This is an optimization exercise on Yosys and OpenROAD, whose aim is small area, not a production implementation. At most, simulation tests tie the RTL to the original design; equivalence was not proved. No activity file was given, so power comes from the tool's default toggle rates. The clock port is modelled as an ideal driver; clocking choices that lean on that would not hold on a real chip.

Design bp_scanner, start of the top module:
module bp_scanner (
    input  wire        clk,
    input  wire        rst,            
    input  wire        scan_init,      
    input  wire        scan_tick,      
    input  wire [15:0] cols,           
    input  wire        hnd_key_down,   
    input  wire        hnd_key_up,     
    output reg  [3:0]  row_sel,        
    output reg         ev_valid,       
    output wire [3:0]  ev_row,         
    output wire [15:0] ev_down,        
    output reg  [15:0] ev_up           
);
    localparam ROWS = 16;
    localparam COLS = 16;
    localparam W    = 3 * COLS;
    localparam [2:0] S_U0 = 3'd0;
    localparam [2:0] S_U1 = 3'd1;
    localparam [2:0] S_U2 = 3'd3;
    localparam [2:0] S_U3 = 3'd7;
    localparam [2:0] S_D0 = 3'd5;
    localparam [2:0] S_D1 = 3'd6;
    localparam [2:0] S_D2 = 3'd2;
    localparam [2:0] S_DS = 3'd4;
    wire do_init = rst | scan_init;
    wire do_tick = scan_tick & ~do_init;
    reg  [ROWS*W-1:0] ring;
    wire [W-1:0] row_next;
    wire [COLS-1:0] up_vec;
    reg first_pass;
    always @(posedge clk) begin
        if (scan_tick)
            ring <= {row_next, ring[ROWS*W-1:W]};
    end
    genvar g;
    generate
        for (g = 0; g < COLS; g = g + 1) begin : g_col
            wire [2:0] k = ring[g*3 +: 3];
            wire       s = cols[g];
            reg  [2:0] nk;
            reg        up;
            always @(*) begin
                up = 1'b0;
                if (first_pass) begin
                    nk = s ? S_D0 : S_U0;
                end else begin
                    case (k)
                        S_U0: begin nk = s ? S_U1 : S_U0; end
                        S_U1: begin nk = s ? S_U2 : S_U0; end
                        S_U2: begin nk = s ? S_U3 : S_U0; end
                        S_U3: begin nk = s ? (hnd_key_down ? S_DS : S_D0) : S_U0; end
                        S_D0: begin nk = s ? S_D0 : S_D1; end
                        S_D1: begin nk = s ? S_D0 : S_D2; end
                        S_D2: begin nk = s ? S_D0 : S_U0; up = ~s; end
                        S_DS: begin nk = s ? S_D0 : S_D1; end
                        default: nk = S_U0;
                    endcase
                end
            end
            assign row_next[g*3 +: 3] = nk;
  ...
Size in the first run: roughly 1100 cells after synthesis, ~790 flip-flops, about 25000 µm² of cells after synthesis.
==> module bp_scanner, before the edit <==
module bp_scanner (
    input  wire        clk,
    input  wire        rst,            
    input  wire        scan_init,      
    input  wire        scan_tick,      
    input  wire [15:0] cols,           
    input  wire        hnd_key_down,   
    input  wire        hnd_key_up,     
    output reg  [3:0]  row_sel,        
    output reg         ev_valid,       
    output wire [3:0]  ev_row,         
    output wire [15:0] ev_down,        
    output reg  [15:0] ev_up           
);
    localparam ROWS = 16;
    localparam COLS = 16;
    localparam W    = 3 * COLS;
    localparam [2:0] S_U0 = 3'd0;
    localparam [2:0] S_U1 = 3'd1;
    localparam [2:0] S_U2 = 3'd3;
    localparam [2:0] S_U3 = 3'd7;
    localparam [2:0] S_D0 = 3'd5;
    localparam [2:0] S_D1 = 3'd6;
    localparam [2:0] S_D2 = 3'd2;
    localparam [2:0] S_DS = 3'd4;
    wire do_init = rst | scan_init;
    wire do_tick = scan_tick & ~do_init;
    reg  [ROWS*W-1:0] ring;
    wire [W-1:0] row_next;
    wire [COLS-1:0] up_vec;
    reg first_pass;
    always @(posedge clk) begin
        if (scan_tick)
            ring <= {row_next, ring[ROWS*W-1:W]};
    end
    genvar g;
    generate
        for (g = 0; g < COLS; g = g + 1) begin : g_col
            wire [2:0] k = ring[g*3 +: 3];
            wire       s = cols[g];
            reg  [2:0] nk;
            reg        up;
            always @(*) begin
                up = 1'b0;
                if (first_pass) begin
                    nk = s ? S_D0 : S_U0;
                end else begin
                    case (k)
                        S_U0: begin nk = s ? S_U1 : S_U0; end
                        S_U1: begin nk = s ? S_U2 : S_U0; end
                        S_U2: begin nk = s ? S_U3 : S_U0; end
                        S_U3: begin nk = s ? (hnd_key_down ? S_DS : S_D0) : S_U0; end
                        S_D0: begin nk = s ? S_D0 : S_D1; end
                        S_D1: begin nk = s ? S_D0 : S_D2; end
                        S_D2: begin nk = s ? S_D0 : S_U0; up = ~s; end
                        S_DS: begin nk = s ? S_D0 : S_D1; end
                        default: nk = S_U0;
                    endcase
                end
            end
            assign row_next[g*3 +: 3] = nk;
            assign up_vec[g] = up;
            assign ev_down[g] = (ring[(ROWS-1)*W + g*3 +: 3] == S_DS);
        end
    endgenerate
    assign ev_row = row_sel - 4'd1;
    always @(posedge clk) begin
        ev_up <= up_vec & {COLS{hnd_key_up}};
        if (do_init) begin
            row_sel    <= 4'd0;
            ev_valid   <= 1'b0;
            first_pass <= 1'b1;
        end else if (do_tick) begin
            row_sel    <= row_sel + 4'd1;
            ev_valid   <= 1'b1;
            if (row_sel == ROWS - 1)
                first_pass <= 1'b0;
        end else begin
            ev_valid   <= 1'b0;
        end
    end
endmodule
clock: 8.0 ns
lec_check: 0
abc_area: 1
cap_margin: 20
core_margin: 2
core_utilization: 40
cts_cluster_diameter: 100
cts_cluster_size: 30
place_density: 0.6
slew_margin: 20
standard.sh (not shown) runs the stock make flow with config.mk's settings and CLKGATE_MAP_FILE= SYNTH_SCRIPT=/design/flow/synth_recipe.tcl, a recipe that flattens the netlist after the stock synthesis.
==> flow/flow/run.sh <==
#!/bin/bash
# Layout flow: the standard ORFS flow, with two changes passed to ORFS's
# own knobs:
#  - clock tree synthesis without dummy loads (they only balance the tree),
#    with larger sink clusters;
#  - port buffers of the smallest buffer cell.
# Each ORFS step writes its full log under orfs/logs/; the output of the
# whole run goes to flow.log here.
set -euo pipefail
cd "$(dirname "$0")/.."
export CTS_ARGS="-sink_clustering_enable -repair_clock_nets -dont_use_dummy_load -sink_clustering_size 32 -sink_clustering_max_diameter 150"
export BUFFER_PORTS_ARGS="-buffer_cell sky130_fd_sc_hd__buf_1"
bash standard.sh finish > flow.log 2>&1
==> next run, changes <==
--- a/flow/design.v
+++ b/flow/design.v
@@ -17,11 +17,11 @@
     localparam W    = 3 * COLS;
     localparam [2:0] S_U0 = 3'd0;
-    localparam [2:0] S_U1 = 3'd1;
-    localparam [2:0] S_U2 = 3'd3;
+    localparam [2:0] S_U1 = 3'd3;
+    localparam [2:0] S_U2 = 3'd1;
     localparam [2:0] S_U3 = 3'd7;
-    localparam [2:0] S_D0 = 3'd5;
-    localparam [2:0] S_D1 = 3'd6;
-    localparam [2:0] S_D2 = 3'd2;
-    localparam [2:0] S_DS = 3'd4;
+    localparam [2:0] S_D0 = 3'd2;
+    localparam [2:0] S_D1 = 3'd4;
+    localparam [2:0] S_D2 = 3'd5;
+    localparam [2:0] S_DS = 3'd6;
     wire do_init = rst | scan_init;
     wire do_tick = scan_tick & ~do_init;
@@ -39,24 +39,11 @@
             wire [2:0] k = ring[g*3 +: 3];
             wire       s = cols[g];
-            reg  [2:0] nk;
-            reg        up;
-            always @(*) begin
-                up = 1'b0;
-                if (first_pass) begin
-                    nk = s ? S_D0 : S_U0;
-                end else begin
-                    case (k)
-                        S_U0: begin nk = s ? S_U1 : S_U0; end
-                        S_U1: begin nk = s ? S_U2 : S_U0; end
-                        S_U2: begin nk = s ? S_U3 : S_U0; end
-                        S_U3: begin nk = s ? (hnd_key_down ? S_DS : S_D0) : S_U0; end
-                        S_D0: begin nk = s ? S_D0 : S_D1; end
-                        S_D1: begin nk = s ? S_D0 : S_D2; end
-                        S_D2: begin nk = s ? S_D0 : S_U0; up = ~s; end
-                        S_DS: begin nk = s ? S_D0 : S_D1; end
-                        default: nk = S_U0;
-                    endcase
-                end
-            end
+            wire k0 = k[0], k1 = k[1], k2 = k[2];
+            wire n2 = ~first_pass & (s ? (k0 & ((k1 & k2) ? hnd_key_down : (~k1 & ~k2)))
+                                       : (~k0 & (k1 | k2)));
+            wire n1 = s & (first_pass | k2 | ~k1 | ~k0);
+            wire n0 = ~first_pass & (s ? (~k2 & (~k1 | k0)) : (k2 & ~k1 & ~k0));
+            wire [2:0] nk = {n2, n1, n0};
+            wire up = ~first_pass & ~s & k2 & ~k1 & k0;
             assign row_next[g*3 +: 3] = nk;
             assign up_vec[g] = up;
Result: Worst hold slack is better by 0.013 ns. Core utilization shrinks by 0.24 points. Combinational power grows by about 10%. Wire length grows by 5.1%. Non-clock buffer count stays the same. Register-to-register slack is better by 0.30 ns. Global-route usage grows by 0.30 points. Die area grows by 1.7%. Setup slack is worse by 0.33 ns. Fmax shrinks by 9.2%. Sequential share of layout area shrinks by 1.3 points. Clock-buffer cell count stays the same. First-iteration DRC count grows by 19%. Critical path depth stays the same.
Function not checked in the second run of this note: the RTL went through the layout flow alone.

---

The RTL this note starts from:
==> flow/design.v <==
module bp_scanner (
    input  wire        clk,
    input  wire        rst,            
    input  wire        scan_init,      
    input  wire        scan_tick,      
    input  wire [15:0] cols,           
    input  wire        hnd_key_down,   
    input  wire        hnd_key_up,     
    output reg  [3:0]  row_sel,        
    output reg         ev_valid,       
    output wire [3:0]  ev_row,         
    output wire [15:0] ev_down,        
    output reg  [15:0] ev_up           
);
    localparam ROWS = 16;
    localparam COLS = 16;
    localparam W    = 3 * COLS;
    localparam [2:0] S_U0 = 3'd0;
    localparam [2:0] S_U1 = 3'd3;
    localparam [2:0] S_U2 = 3'd1;
    localparam [2:0] S_U3 = 3'd7;
    localparam [2:0] S_D0 = 3'd2;
    localparam [2:0] S_D1 = 3'd4;
    localparam [2:0] S_D2 = 3'd5;
    localparam [2:0] S_DS = 3'd6;
    wire do_init = rst | scan_init;
    wire do_tick = scan_tick & ~do_init;
    reg  [ROWS*W-1:0] ring;
    wire [W-1:0] row_next;
    wire [COLS-1:0] up_vec;
    reg first_pass;
    always @(posedge clk) begin
        if (scan_tick)
            ring <= {row_next, ring[ROWS*W-1:W]};
    end
    genvar g;
    generate
        for (g = 0; g < COLS; g = g + 1) begin : g_col
            wire [2:0] k = ring[g*3 +: 3];
            wire       s = cols[g];
            wire k0 = k[0], k1 = k[1], k2 = k[2];
            wire n2 = ~first_pass & (s ? (k0 & ((k1 & k2) ? hnd_key_down : (~k1 & ~k2)))
                                       : (~k0 & (k1 | k2)));
            wire n1 = s & (first_pass | k2 | ~k1 | ~k0);
            wire n0 = ~first_pass & (s ? (~k2 & (~k1 | k0)) : (k2 & ~k1 & ~k0));
            wire [2:0] nk = {n2, n1, n0};
            wire up = ~first_pass & ~s & k2 & ~k1 & k0;
            assign row_next[g*3 +: 3] = nk;
            assign up_vec[g] = up;
            assign ev_down[g] = (ring[(ROWS-1)*W + g*3 +: 3] == S_DS);
        end
    endgenerate
    assign ev_row = row_sel - 4'd1;
    always @(posedge clk) begin
        ev_up <= up_vec & {COLS{hnd_key_up}};
        if (do_init) begin
            row_sel    <= 4'd0;
            ev_valid   <= 1'b0;
            first_pass <= 1'b1;
        end else if (do_tick) begin
            row_sel    <= row_sel + 4'd1;
            ev_valid   <= 1'b1;
            if (row_sel == ROWS - 1)
                first_pass <= 1'b0;
        end else begin
            ev_valid   <= 1'b0;
        end
    end
endmodule
clock: 8.0 ns
lec_check: 0
abc_area: 1
cap_margin: 20
core_margin: 2
core_utilization: 40
cts_cluster_diameter: 100
cts_cluster_size: 30
place_density: 0.6
slew_margin: 20
==> flow/flow/run.sh <==
#!/bin/bash
# Layout flow: the standard ORFS flow, with two changes passed to ORFS's
# own knobs:
#  - clock tree synthesis without dummy loads (they only balance the tree),
#    with larger sink clusters;
#  - port buffers of the smallest buffer cell.
# Each ORFS step writes its full log under orfs/logs/; the output of the
# whole run goes to flow.log here.
set -euo pipefail
cd "$(dirname "$0")/.."
export CTS_ARGS="-sink_clustering_enable -repair_clock_nets -dont_use_dummy_load -sink_clustering_size 34 -sink_clustering_max_diameter 150"
export BUFFER_PORTS_ARGS="-buffer_cell sky130_fd_sc_hd__buf_1"
bash standard.sh finish > flow.log 2>&1
Edit:
--- a/flow/design.v
+++ b/flow/design.v
@@ -14,17 +14,17 @@
 );
     localparam ROWS = 16;
     localparam COLS = 16;
     localparam W    = 3 * COLS;
     localparam [2:0] S_U0 = 3'd0;
-    localparam [2:0] S_U1 = 3'd3;
-    localparam [2:0] S_U2 = 3'd1;
+    localparam [2:0] S_U1 = 3'd1;
+    localparam [2:0] S_U2 = 3'd3;
     localparam [2:0] S_U3 = 3'd7;
-    localparam [2:0] S_D0 = 3'd2;
-    localparam [2:0] S_D1 = 3'd4;
-    localparam [2:0] S_D2 = 3'd5;
-    localparam [2:0] S_DS = 3'd6;
+    localparam [2:0] S_D0 = 3'd5;
+    localparam [2:0] S_D1 = 3'd6;
+    localparam [2:0] S_D2 = 3'd2;
+    localparam [2:0] S_DS = 3'd4;
     wire do_init = rst | scan_init;
     wire do_tick = scan_tick & ~do_init;
     reg  [ROWS*W-1:0] ring;
     wire [W-1:0] row_next;
     wire [COLS-1:0] up_vec;
@@ -36,17 +36,30 @@
     genvar g;
     generate
         for (g = 0; g < COLS; g = g + 1) begin : g_col
             wire [2:0] k = ring[g*3 +: 3];
             wire       s = cols[g];
-            wire k0 = k[0], k1 = k[1], k2 = k[2];
-            wire n2 = ~first_pass & (s ? (k0 & ((k1 & k2) ? hnd_key_down : (~k1 & ~k2)))
-                                       : (~k0 & (k1 | k2)));
-            wire n1 = s & (first_pass | k2 | ~k1 | ~k0);
-            wire n0 = ~first_pass & (s ? (~k2 & (~k1 | k0)) : (k2 & ~k1 & ~k0));
-            wire [2:0] nk = {n2, n1, n0};
-            wire up = ~first_pass & ~s & k2 & ~k1 & k0;
+            reg  [2:0] nk;
+            reg        up;
+            always @(*) begin
+                up = 1'b0;
+                if (first_pass) begin
+                    nk = s ? S_D0 : S_U0;
+                end else begin
+                    case (k)
+                        S_U0: begin nk = s ? S_U1 : S_U0; end
+                        S_U1: begin nk = s ? S_U2 : S_U0; end
+                        S_U2: begin nk = s ? S_U3 : S_U0; end
+                        S_U3: begin nk = s ? (hnd_key_down ? S_DS : S_D0) : S_U0; end
+                        S_D0: begin nk = s ? S_D0 : S_D1; end
+                        S_D1: begin nk = s ? S_D0 : S_D2; end
+                        S_D2: begin nk = s ? S_D0 : S_U0; up = ~s; end
+                        S_DS: begin nk = s ? S_D0 : S_D1; end
+                        default: nk = S_U0;
+                    endcase
+                end
+            end
             assign row_next[g*3 +: 3] = nk;
             assign up_vec[g] = up;
             assign ev_down[g] = (ring[(ROWS-1)*W + g*3 +: 3] == S_DS);
         end
     endgenerate
The new run ran to the end with no violations.
Global-route usage is lower by 0.32 points.
Hold slack loses 26 ps.
Die area is lower by 1.7%.
Utilization is higher by 0.24 points.
Design area is lower by 1.5%.
Worst setup slack gains 300 ps.
Only the layout flow was run in the first run of this note; the RTL was not checked for function there.

-- port drivers added, routing unchanged --
Ports are ideal in the flow. The routed layouts listed here were re-timed in OpenROAD. Step 1, drivers: a clkbuf_16 drives clk and a buf_2 each remaining input, both assumed. Step 2, shift: input delay + t, output delay - t, t = (earliest + latest rising clock arrival at the registers) / 2. This alone moves slack from input paths to output paths. Three values: no drivers, after step 1, after step 2; two values: the first two.
run	t, ns	setup slack, ns	worst hold slack (ns)	pins driven straight from the clock port
the first run of note 1	0.647	4.692 / 4.641 / 4.208	0.402 / 0.402 / 0.402	1
the second run of note 1	0.646	4.357 / 4.304 / 4.361	0.415 / 0.415 / 0.415	1
the first run of note 2	0.624	4.389 / 4.333 / 4.381	0.371 / 0.371 / 0.371	1
the second run of note 2	0.622	4.693 / 4.636 / 4.258	0.346 / 0.346 / 0.346	1
After both steps every run listed still meets setup and hold. For the first run of note 1, which loses most, drivers alone change the setup slack by -0.051 ns; drivers and shift together by -0.484 ns.
